What follows belongs to an exercise in optimizing a design on an open flow for small area, a short achievable clock period and few clock cycles; a production flow would make more cautious choices.
Function was checked by simulation only, so behaviour that the tests miss may differ from the original.
Power and IR drop assume default switching activity.

==> run a: inputs <==
// schlappi_resampler
module schlappi_resampler (
    input  wire         clk,
    input  wire         rst,
    input  wire         cmd_valid,
    output wire         cmd_ready,
    input  wire [31:0]  cmd,
    input  wire [255:0] din,
    output reg          done,
    output wire [255:0] dout,
    output reg          ill
);
make LEC_CHECK=0 CAP_MARGIN=20 CORE_MARGIN=2 CORE_UTILIZATION=50 SLEW_MARGIN=20 finish   # period 40.0 ns
run.sh (not shown) runs the stock make flow with config.mk's settings and CLKGATE_MAP_FILE= SYNTH_SCRIPT=/design/flow/synth_recipe.tcl, a recipe that flattens the netlist after the stock synthesis.
==> run b: changes against run a <==
--- a/flow/design.v
+++ b/flow/design.v
@@ -93,34 +93,33 @@
     wire [23:0] mb   = {bnz, b[22:0]};
     wire [8:0]  dab  = {1'b0, xa} - {1'b0, xb};
     wire [8:0]  dba  = {1'b0, xb} - {1'b0, xa};
     wire        sub  = a[31] ^ b[31];
     wire        fsw  = dab[8];                             
     wire [7:0]  da   = dab[7:0];
     wire [7:0]  db   = dba[7:0];
-    wire [26:0] ala  = (db > 8'd26) ? 27'd0 : ({ma, 3'd0} >> db[4:0]);    
-    wire [26:0] alb  = (da > 8'd26) ? 27'd0 : ({mb, 3'd0} >> da[4:0]);    
+    wire [4:0]  sha  = (db > 8'd26) ? 5'd26 : db[4:0];     
+    wire [4:0]  shb  = (da > 8'd26) ? 5'd26 : da[4:0];     
+    wire [26:0] ala  = {ma, 3'd0} >> sha;
+    wire [26:0] alb  = {mb, 3'd0} >> shb;
     reg  [23:0] mska, mskb;
     integer k;
     always @* begin
         for (k = 0; k < 24; k = k + 1) begin
             mska[k] = (db > k + 3);
             mskb[k] = (da > k + 3);
         end
     end
     wire        sta  = |(ma & mska);
     wire        stb  = |(mb & mskb);
-    wire [27:0] lsa  = {1'b0, ala[26:1], ala[0] | sta};
-    wire [27:0] lsb  = {1'b0, alb[26:1], alb[0] | stb};
-    wire [27:0] lga  = {1'b0, ma, 3'd0};
-    wire [27:0] lgb  = {1'b0, mb, 3'd0};
-    wire [27:0] fsa  = sub ? (lga - lsb) : (lga + lsb);   
-    wire [27:0] fsb  = sub ? (lgb - lsa) : (lgb + lsa);   
+    wire [26:0] ls   = fsw ? {ala[26:1], ala[0] | sta} : {alb[26:1], alb[0] | stb};
+    wire [23:0] mgf  = fsw ? mb : ma;
     wire [7:0]  xgf  = fsw ? xb : xa;
-    wire [27:0] fs   = fsw ? fsb : fsa;
+    wire [27:0] lg   = {1'b0, mgf, 3'd0};
+    wire [27:0] fs   = sub ? (lg - {1'b0, ls}) : (lg + {1'b0, ls});
     wire        fC   = fs[27];
     wire        fN   = !fs[27] && (fs[26] || !sub);
     wire [23:0] fm   = fC ? fs[27:4] : (fN ? fs[26:3] : fs[25:2]);
     wire        fg   = fC ? fs[3]    : (fN ? fs[2]    : fs[1]);
     wire        fst  = fC ? (|fs[2:0]) : (fN ? (|fs[1:0]) : fs[0]);
     wire [7:0]  fe   = fC ? xgf + 8'd1 : (fN ? (fs[26] ? xgf : 8'd0) : xgf - 8'd1);
     wire        fsg  = fsw ? b[31] : a[31];
@@ -294,54 +293,49 @@
     wire [31:0] us_x = up_v ? up_x : din[31:0];
     wire d_free   = !d_busy || (d_cnt == 5'd31);
     wire ds_want  = dp_v || a_dec;
     wire ds_id    = dp_v ? dp_id : dec_tog;
     wire ds_go    = ds_want && d_free && !dr_used[ds_id];
     wire [2:0] ds_base = dp_v ? dp_base : zwp;
     wire [2:0] ds_vc   = dp_v ? dp_vc : ((zcnt == 3'd4) ? 3'd4 : zcnt + 3'd1);
-    reg  [4:0] fh;
-    reg        f_any;
+    wire [4:0] fh = fq[fq_h];
+    wire       f_any = (fq_n != 4'd0);
     wire       ret = f_any && ((fh[4:3] == T_UPS) ? bank_done[fh[2]] :
                                (fh[4:3] == T_DEC) ? dr_done[fh[2]] : 1'b1);
     wire       ret_ups = ret && (fh[4:3] == T_UPS);
     wire       ret_dec = ret && (fh[4:3] == T_DEC);
     wire       ret_bub = ret && (fh[4:3] == T_BUB);
-    wire [4:0] fpush  = {c_ups ? T_UPS : (c_dec ? T_DEC : T_BUB),
-                         c_ups ? ups_tog : dec_tog,
-                         !(c_ups | c_dec | c_nop | c_rst), c_rst};
-    wire [2:0] fq_h_n = ret ? fq_h + 3'd1 : fq_h;
-    wire [3:0] fq_n_n = fq_n + {3'd0, accept} - {3'd0, ret};
     integer j, b;
     always @(posedge clk) begin
         if (us_go && !rst)
             h[us_u][hwp[us_u]] <= us_x;
-        if (!dp_v)
+        if (a_dec && !rst)
             for (j = 0; j < 8; j = j + 1)
                 z[zwp][j] <= din[32*j +: 32];
         if (up_v == 1'b0 && a_ups && !us_go)
             up_x <= din[31:0];
     end
     always @(posedge clk) begin
         if (rst) begin
-            fq_h <= 3'd0; fq_t <= 3'd0; fq_n <= 4'd0; f_any <= 1'b0;
+            fq_h <= 3'd0; fq_t <= 3'd0; fq_n <= 4'd0;
             u_busy <= 1'b0; up_v <= 1'b0;
             d_busy <= 1'b0; dp_v <= 1'b0;
             ups_tog <= 1'b0; dec_tog <= 1'b0;
             bank_used <= 2'b00; dr_used <= 2'b00;
             hwp[0] <= 2'd0; hwp[1] <= 2'd0; hcnt[0] <= 3'd0; hcnt[1] <= 3'd0;
             zwp <= 3'd0; zcnt <= 3'd0;
         end else begin
             if (accept) begin
-                fq[fq_t] <= fpush;
+                fq[fq_t] <= {c_ups ? T_UPS : (c_dec ? T_DEC : T_BUB),
+                             c_ups ? ups_tog : dec_tog,
+                             !(c_ups | c_dec | c_nop | c_rst), c_rst};
                 fq_t <= fq_t + 3'd1;
             end
             if (ret) fq_h <= fq_h + 3'd1;
-            fq_n <= fq_n_n;
-            fh    <= (accept && fq_h_n == fq_t) ? fpush : fq[fq_h_n];
-            f_any <= (fq_n_n != 4'd0);
+            fq_n <= fq_n + {3'd0, accept} - {3'd0, ret};
             if (a_ups) ups_tog <= !ups_tog;
             if (a_dec) dec_tog <= !dec_tog;
             if (us_go) begin
                 u_busy <= 1'b1;
                 u_cnt  <= 4'd0;
                 u_u    <= us_u;
                 u_bank <= us_bank;
@@ -438,36 +432,33 @@
         if (rst) begin
             nu_v <= 1'b0; nd_v <= 1'b0;
         end else begin
             nu_v <= mu_v; nd_v <= md_v;
         end
     end
     reg        au_v, ad_v;
-    reg        au_first, ad_first;
     reg [3:0]  au_cnt;
     reg [4:0]  ad_cnt;
     reg        au_bank, ad_id;
     reg [31:0] ap_x, ap_y, ap_d;
     always @(posedge clk) begin
         ap_x <= px; ap_y <= py; ap_d <= pd;
         au_cnt <= nu_cnt; ad_cnt <= nd_cnt;
-        au_first <= (nu_cnt[1:0] == 2'd0);
-        ad_first <= (nd_cnt == 5'd0);
         au_bank <= nu_bank; ad_id <= nd_id;
         if (rst) begin
             au_v <= 1'b0; ad_v <= 1'b0;
         end else begin
             au_v <= nu_v; ad_v <= nd_v;
         end
     end
     reg  [31:0] acc_x, acc_y, acc_d;
     wire [31:0] sx, sy, sd;
-    rs_fp_add u_ax (.a(au_first ? 32'd0 : acc_x), .b(ap_x), .y(sx));
-    rs_fp_add u_ay (.a(au_first ? 32'd0 : acc_y), .b(ap_y), .y(sy));
-    rs_fp_add u_ad (.a(ad_first ? 32'd0 : acc_d), .b(ap_d), .y(sd));
+    rs_fp_add u_ax (.a((au_cnt[1:0] == 2'd0) ? 32'd0 : acc_x), .b(ap_x), .y(sx));
+    rs_fp_add u_ay (.a((au_cnt[1:0] == 2'd0) ? 32'd0 : acc_y), .b(ap_y), .y(sy));
+    rs_fp_add u_ad (.a((ad_cnt == 5'd0) ? 32'd0 : acc_d), .b(ap_d), .y(sd));
     wire fin_u = au_v && (au_cnt[1:0] == 2'd3);
     wire fin_d = ad_v && (ad_cnt == 5'd31);
     reg  [31:0] hold_y, hold_d;
     reg         gx_v, gy_v, gd_v;
     reg  [2:0]  gx_i, gy_i;
     reg         gx_bank, gy_bank, gd_id;
     wire        take_d = gd_v && !gx_v && !gy_v;
==> comparison <==
Clock power: run b is lower than run a (about 2%).
Of run a and run b, run b has the higher global-route usage (gap 0.58 points).
In combinational power, run a is at 3.3 times the value of run b.
Of run a and run b, run a has the higher synthesized cell count (gap 3.9%, measured against run b).
In run b the via count is smaller than in run a, by 2.7%.
Of run a and run b, run b has the higher first-iteration DRC count (gap about 0.9%, measured against run b).
In run b the fmax is higher than in run a, by 1.9%.
Against run a, the sequential power of run b is smaller by about 5%.
Of run b and run a, run b has the higher critical path depth (gap 6).
Testbench counts of run a, summed over its fixed seeds: cycles 16,584.
Testbench counts of run b, summed over its fixed seeds: cycles 16,584.

[re-timing with driven ports]
The flow's constraints put no driver on any port. The routed layouts listed below were extracted and timed again, unchanged, in two steps. Step 1 assumes that a clkbuf_16 drives the clock port and a buf_2 every other input. Step 2 moves the port delays by t, midway between the first and last clock arrival at a register: inputs arrive t later, outputs are due t later. That takes back most of the time a late clock gives input paths. Slacks: no drivers / after step 1 / after step 2; pairs: no drivers / after step 1.
run | shift t [ns] | setup slack, ns | worst hold slack (ns) | worst slew at a driven data input, ns
run a | 1.076 | 25.405 / 25.405 / 25.405 | 0.323 / 0.323 / 0.323 | 0.19
run b | 1.082 | 25.672 / 25.672 / 25.672 | 0.320 / 0.320 / 0.320 | 0.27
After both steps every run listed still meets setup and hold.
